This is an optimization exercise on Yosys and OpenROAD, whose aim is small area, a short achievable clock period and few clock cycles per item, not a production implementation.
Only simulation tests tie the RTL to the original design; equivalence was not proved.
No activity file was given, so power comes from the tool's default toggle rates.

== xenon ==
==> flow/design.v <==
module ct_meas (
    input  wire        clk,
    input  wire        rst,         
    input  wire        start,       
    input  wire        mode,        
    input  wire [1:0]  chan,        
    input  wire [15:0] raw,         
    output reg         ready,
    output reg         done,
    output reg         accept,
    output reg  [1:0]  chan_next,
    output wire [34:0] ohms,
    output wire [15:0] vmv,
    output wire [27:0] digits,      
    output reg         alert
);
    localparam [1:0] F_IDLE  = 2'd0,
                     F_NODIV = 2'd1,
                     F_DIV   = 2'd2;
    localparam [26:0] VDIV = 27'd48904255;     
    reg [1:0]  state;
    reg [15:0] s;
    reg [1:0]  ch;
    reg        md;
    reg        slo, shi;       
    reg [26:0] rem;            
    reg [5:0]  cnt;            
    reg        step1, step2;   
    reg        xb;             
    reg        qd;             
    reg [34:0] q;
    reg [27:0] bcd;
    reg        fin;            
    reg        b_md, b_neg, b_acc, b_al;
    reg [1:0]  b_ch, b_cn;
    reg        vneg;           
    reg [6:0]  dfix;           
    wire neg  = s[15];
    wire last = (cnt == 6'd1);
    assign ohms   = q;
    assign vmv    = q[15:0] ^ {16{vneg}};
    genvar g;
    generate
        for (g = 0; g < 7; g = g + 1) begin : dout
            assign digits[4*g +: 4] = dfix[g] ? bcd[4*g +: 4] - 4'd6 : bcd[4*g +: 4];
        end
    endgenerate
    wire take = start && ready;
    wire signed [15:0] sraw = raw;
    wire in_lo  = (sraw <= 16'sd8000);
    wire in_hi  = (sraw >= 16'sd24000);
    wire in_pos = !raw[15] && (raw != 16'd0);
    wire in_acc = (!in_lo && !in_hi) || (chan == 2'd3 && in_lo) ||
                  (chan == 2'd0 && in_hi);
    wire in_nodiv = !mode && (!in_acc || !in_pos);
    wire [1:0] lsel = raw[14] ? 2'd3 : (raw[13] || chan != 2'd3) ? 2'd2 :
                      raw[12] ? 2'd1 : 2'd0;
    reg [15:0] r_init;
    reg [5:0]  k_init;
    reg        x_init;
    always @(*) begin
        case ({chan, lsel})
            {2'd0, 2'd3}: begin r_init = 16'd31552 | {11'd0, raw[15:11]}; k_init = 6'd11; x_init = raw[10]; end
            {2'd0, 2'd2}: begin r_init = 16'd15776 | {12'd0, raw[15:12]}; k_init = 6'd12; x_init = raw[11]; end
            {2'd1, 2'd3}: begin r_init = 16'd19500 | {15'd0, raw[15:15]}; k_init = 6'd15; x_init = raw[14]; end
            {2'd1, 2'd2}: begin r_init = 16'd9750; k_init = 6'd16; x_init = raw[15]; end
            {2'd2, 2'd3}: begin r_init = 16'd25000; k_init = 6'd18; x_init = 1'b0; end
            {2'd2, 2'd2}: begin r_init = 16'd12500; k_init = 6'd19; x_init = 1'b0; end
            {2'd3, 2'd3}: begin r_init = 16'd20875; k_init = 6'd21; x_init = 1'b0; end
            {2'd3, 2'd2}: begin r_init = 16'd10437; k_init = 6'd22; x_init = 1'b1; end
            {2'd3, 2'd1}: begin r_init = 16'd5218; k_init = 6'd23; x_init = 1'b1; end
            {2'd3, 2'd0}: begin r_init = 16'd1; k_init = 6'd35; x_init = 1'b0; end
            default: begin r_init = 16'bx; k_init = 6'bx; x_init = 1'bx; end
        endcase
    end
    wire [26:0] rem_init = mode ? {1'b0, {raw, 10'd746} ^ {26{raw[15]}}} : {11'd0, r_init};
    wire [5:0]  cnt_init = mode ? 6'd15 : k_init;
    wire        xb_init  = mode ? raw[15] : x_init;
    wire       acc_i = md || (!slo && !shi) || (ch == 2'd3 && slo) ||
                       (ch == 2'd0 && shi);
    wire [1:0] cn_i  = (md || acc_i) ? ch : slo ? ch + 2'd1 : ch - 2'd1;
    reg [19:0] kc;
    always @(*) begin
        case (ch)
            2'd0:    kc = 20'd986;
            2'd1:    kc = 20'd9750;
            2'd2:    kc = 20'd100000;
            default: kc = 20'd668000;
        endcase
    end
    wire [3:0]  vidx  = cnt[3:0] - 4'd2;
    wire [14:0] vtail = neg ? 15'd25600 : 15'd8192;
    wire [5:0]  kidx  = cnt - 6'd18;
    wire        xb_nx = ready ? xb_init :
                        cnt < 6'd2 ? 1'b0 :
                        md ? vtail[vidx] :
                        cnt >= 6'd18 ? kc[kidx[4:0]] : s[vidx];
    wire        sgn   = rem[26];
    wire [26:0] t     = {rem[25:0], xb};
    wire [26:0] dvs   = md ? VDIV : {10'd0, s, 1'b0};
    wire [27:0] ad_w  = {t, 1'b1} + {dvs ^ {27{!sgn}}, !sgn};    
    wire [26:0] rem_n = ad_w[27:1];
    wire        qb    = !rem_n[26];
    wire [27:0] bcd_sh = {bcd[26:0], qd};
    reg [27:0] bcd_adj;
    reg [3:0]  dd;
    integer i;
    always @(*) begin
        for (i = 0; i < 7; i = i + 1) begin
            dd = bcd_sh[4*i +: 4];
            bcd_adj[4*i+3] = dd[3] | (dd[2] & dd[1]) | (dd[2] & dd[0]);
            bcd_adj[4*i+2] = (dd[3] & dd[0]) | (dd[2] & !dd[1] & !dd[0]);
            bcd_adj[4*i+1] = (dd[3] & !dd[0]) | (!dd[2] & dd[1]) | (dd[1] & dd[0]);
            bcd_adj[4*i+0] = (dd[3] & !dd[0]) | (!dd[3] & !dd[2] & dd[0]) |
                             (dd[2] & dd[1] & !dd[0]);
        end
    end
    reg [19:0] kneg;
    always @(*) begin
        case ({b_md, b_ch})
            3'd0:    kneg = 20'd1047590;  
            3'd1:    kneg = 20'd1038826;  
            3'd2:    kneg = 20'd948576;   
            3'd3:    kneg = 20'd380576;   
            default: kneg = 20'd0;
        endcase
    end
    wire [34:0] q_sh  = {q[33:0], qd};
    wire [20:0] lo_s  = {1'b0, q_sh[19:0]} + {1'b0, kneg};
    wire [14:0] hi_m1 = q_sh[34:20] - 15'd1;
    wire [34:0] q_cor = {(!b_md && !lo_s[20]) ? hi_m1 : q_sh[34:20], lo_s[19:0]};
    reg [27:0] kb6;
    always @(*) begin
        case ({b_md, b_ch})
            3'd0:    kb6 = 28'hFFFF67A;    
            3'd1:    kb6 = 28'hFFF68B6;    
            3'd2:    kb6 = 28'hFF66666;    
            3'd3:    kb6 = 28'hF998666;    
            default: kb6 = 28'h6666666;
        endcase
    end
    wire [29:0] bc_w  = {1'b0, bcd_sh, 1'b1} + {1'b0, kb6, b_md && b_neg};
    wire [27:0] xs    = bc_w[28:1];
    wire [6:0]  dcy;
    generate
        for (g = 0; g < 6; g = g + 1) begin : dcarry
            assign dcy[g] = xs[4*g+4] ^ bcd_sh[4*g+4] ^ kb6[4*g+4];
        end
    endgenerate
    assign dcy[6] = bc_w[29];
    always @(posedge clk) begin
        if (ready) begin
            s   <= raw;
            ch  <= chan;
            md  <= mode;
            slo <= in_lo;
            shi <= in_hi;
        end
        rem   <= ready ? rem_init : rem_n;
        cnt   <= ready ? cnt_init : cnt - 6'd1;
        xb    <= xb_nx;
        qd    <= qb;
        step1 <= take && !in_nodiv;
        step2 <= step1;
        if (state != F_IDLE && (step1 || state == F_NODIV)) begin
            b_md  <= md;
            b_neg <= neg;
            b_ch  <= ch;
            b_acc <= acc_i;
            b_cn  <= cn_i;
            b_al  <= !md && ch == 2'd0 && !neg && s >= 16'd30295;
        end
        dfix      <= ~dcy;
        accept    <= b_acc;
        chan_next <= b_cn;
        vneg      <= b_md && b_neg;
        alert     <= b_al;
        if (fin) begin
            q   <= q_cor;
            bcd <= xs;
        end else if (step2) begin
            q   <= {34'd0, qd};
            bcd <= {27'd0, qd};
        end else begin
            q   <= {q[33:0], qd};
            bcd <= bcd_adj;
        end
        if (rst) begin
            state <= F_IDLE;
            fin   <= 1'b0;
            done  <= 1'b0;
            ready <= 1'b1;
        end else begin
            ready <= take ? in_nodiv : (state != F_DIV || cnt <= 6'd2);
            done <= fin;
            fin  <= (state == F_NODIV) || (state == F_DIV && last);
            if (take)
                state <= in_nodiv ? F_NODIV : F_DIV;
            else if (state != F_DIV || last)
                state <= F_IDLE;
        end
    end
endmodule
==> flow/config.mk <==
export PLATFORM = sky130hd
export DESIGN_NAME = ct_meas
export DESIGN_NICKNAME = ct_meas
export VERILOG_FILES = /design/flow/design.v
export SDC_FILE = /design/flow/constraint.sdc
export NUM_CORES = 4
export LEC_CHECK = 0
export CAP_MARGIN = 20
export CORE_MARGIN = 2
export CORE_UTILIZATION = 60
export CTS_BUF_LIST = sky130_fd_sc_hd__clkbuf_4 sky130_fd_sc_hd__clkbuf_8
export PLACE_DENSITY = 0.75
export SETUP_SLACK_MARGIN = 5
export SLEW_MARGIN = 20
==> flow/constraint.sdc <==
create_clock -name core_clock -period 10.0 [get_ports {clk}]
set_input_delay 2.0000 -clock core_clock [delete_from_list [all_inputs] [get_ports {clk}]]
set_output_delay 2.0000 -clock core_clock [all_outputs]
set_load 0.01 [all_outputs]
standard.sh (not shown) runs the stock make flow with config.mk's settings and CLKGATE_MAP_FILE= SYNTH_SCRIPT=/design/flow/synth_recipe.tcl, a recipe that flattens the netlist after the stock synthesis.
==> flow/flow/run.sh <==
#!/bin/bash
# Own flow: the standard layout (standard synthesis unchanged), with
# - port buffers of a plain buffer cell (every port still gets one).
set -euo pipefail
MARGIN=$(cat flow/margin.txt)
PORTBUF=$(cat flow/portbuf.txt)
bash standard.sh SETUP_SLACK_MARGIN="$MARGIN" "BUFFER_PORTS_ARGS=-buffer_cell $PORTBUF" finish > flow_standard.log 2>&1
==> flow/flow/margin.txt <==
6.25
==> flow/flow/portbuf.txt <==
sky130_fd_sc_hd__buf_1
Testbench counts of xenon, summed over its fixed seeds: cycles 28,021, items 2,048.
### xenon -> ember
==> flow/flow/portbuf.txt <==
sky130_fd_sc_hd__buf_2
Findings:
- Looking at cell with the largest stage delay on the worst path, the sky130_fd_sc_hd__or4_1 result is from xenon; the sky130_fd_sc_hd__or4_4 one comes from ember.
- ember vs. xenon: synthesized cell count level; minimum clock period shrank by 0.033 ns; fraction of area in registers lower.
Here is what was changed in the inputs of maple compared with ember.
==> flow/flow/margin.txt <==
6.5
Notes after the runs:
- Going from ember to maple, number of cells after detailed placement flat; part of the total power dissipated in combinational logic up 2.0 points; number of vias in the routed layout up 243.
Setup changes, maple to tundra
Settings: CTS_CLUSTER_SIZE: unset -> 40.
==> flow/flow/margin.txt <==
6.25
Notes after the runs:
| share of total power in sequential cells | higher: tundra |. tundra reports a lower number of vias after detailed routing than maple does. When tundra is measured against maple, its detail-routed via count per cell turns out 0.055 lower. Taking maple as the reference point, the max-slew headroom at the worst pin of tundra falls by 18 points.

## re-timing with driven ports
In the flow no input, the clock included, has a driving cell. The finished layouts below were timed again as built, in two steps.
Step 1 assumes that a clkbuf_16 drives the clock port and a buf_2 every other input.
Step 2 adds t to the input delays and takes it off the output delays; t is the mean of the earliest and latest rising clock arrival at the registers after step 1. Input paths then give back, and output paths get back, about the clock's delay inside the block.
a / b / c = no drivers / after step 1 / after step 2; a / b = the first two.
run	shift t [ns]	slack for setup (ns)	worst setup path after step 2
xenon	0.496	6.306 / 6.325 / 5.829	input to register
ember	0.503	6.339 / 6.299 / 5.859	input to register
maple	0.496	6.368 / 6.370 / 5.874	input to register
tundra	0.503	6.339 / 6.299 / 5.859	input to register
After both steps every run listed still meets setup and hold. For maple, which loses most, drivers alone change the setup slack by +0.002 ns; drivers and shift together by -0.494 ns.
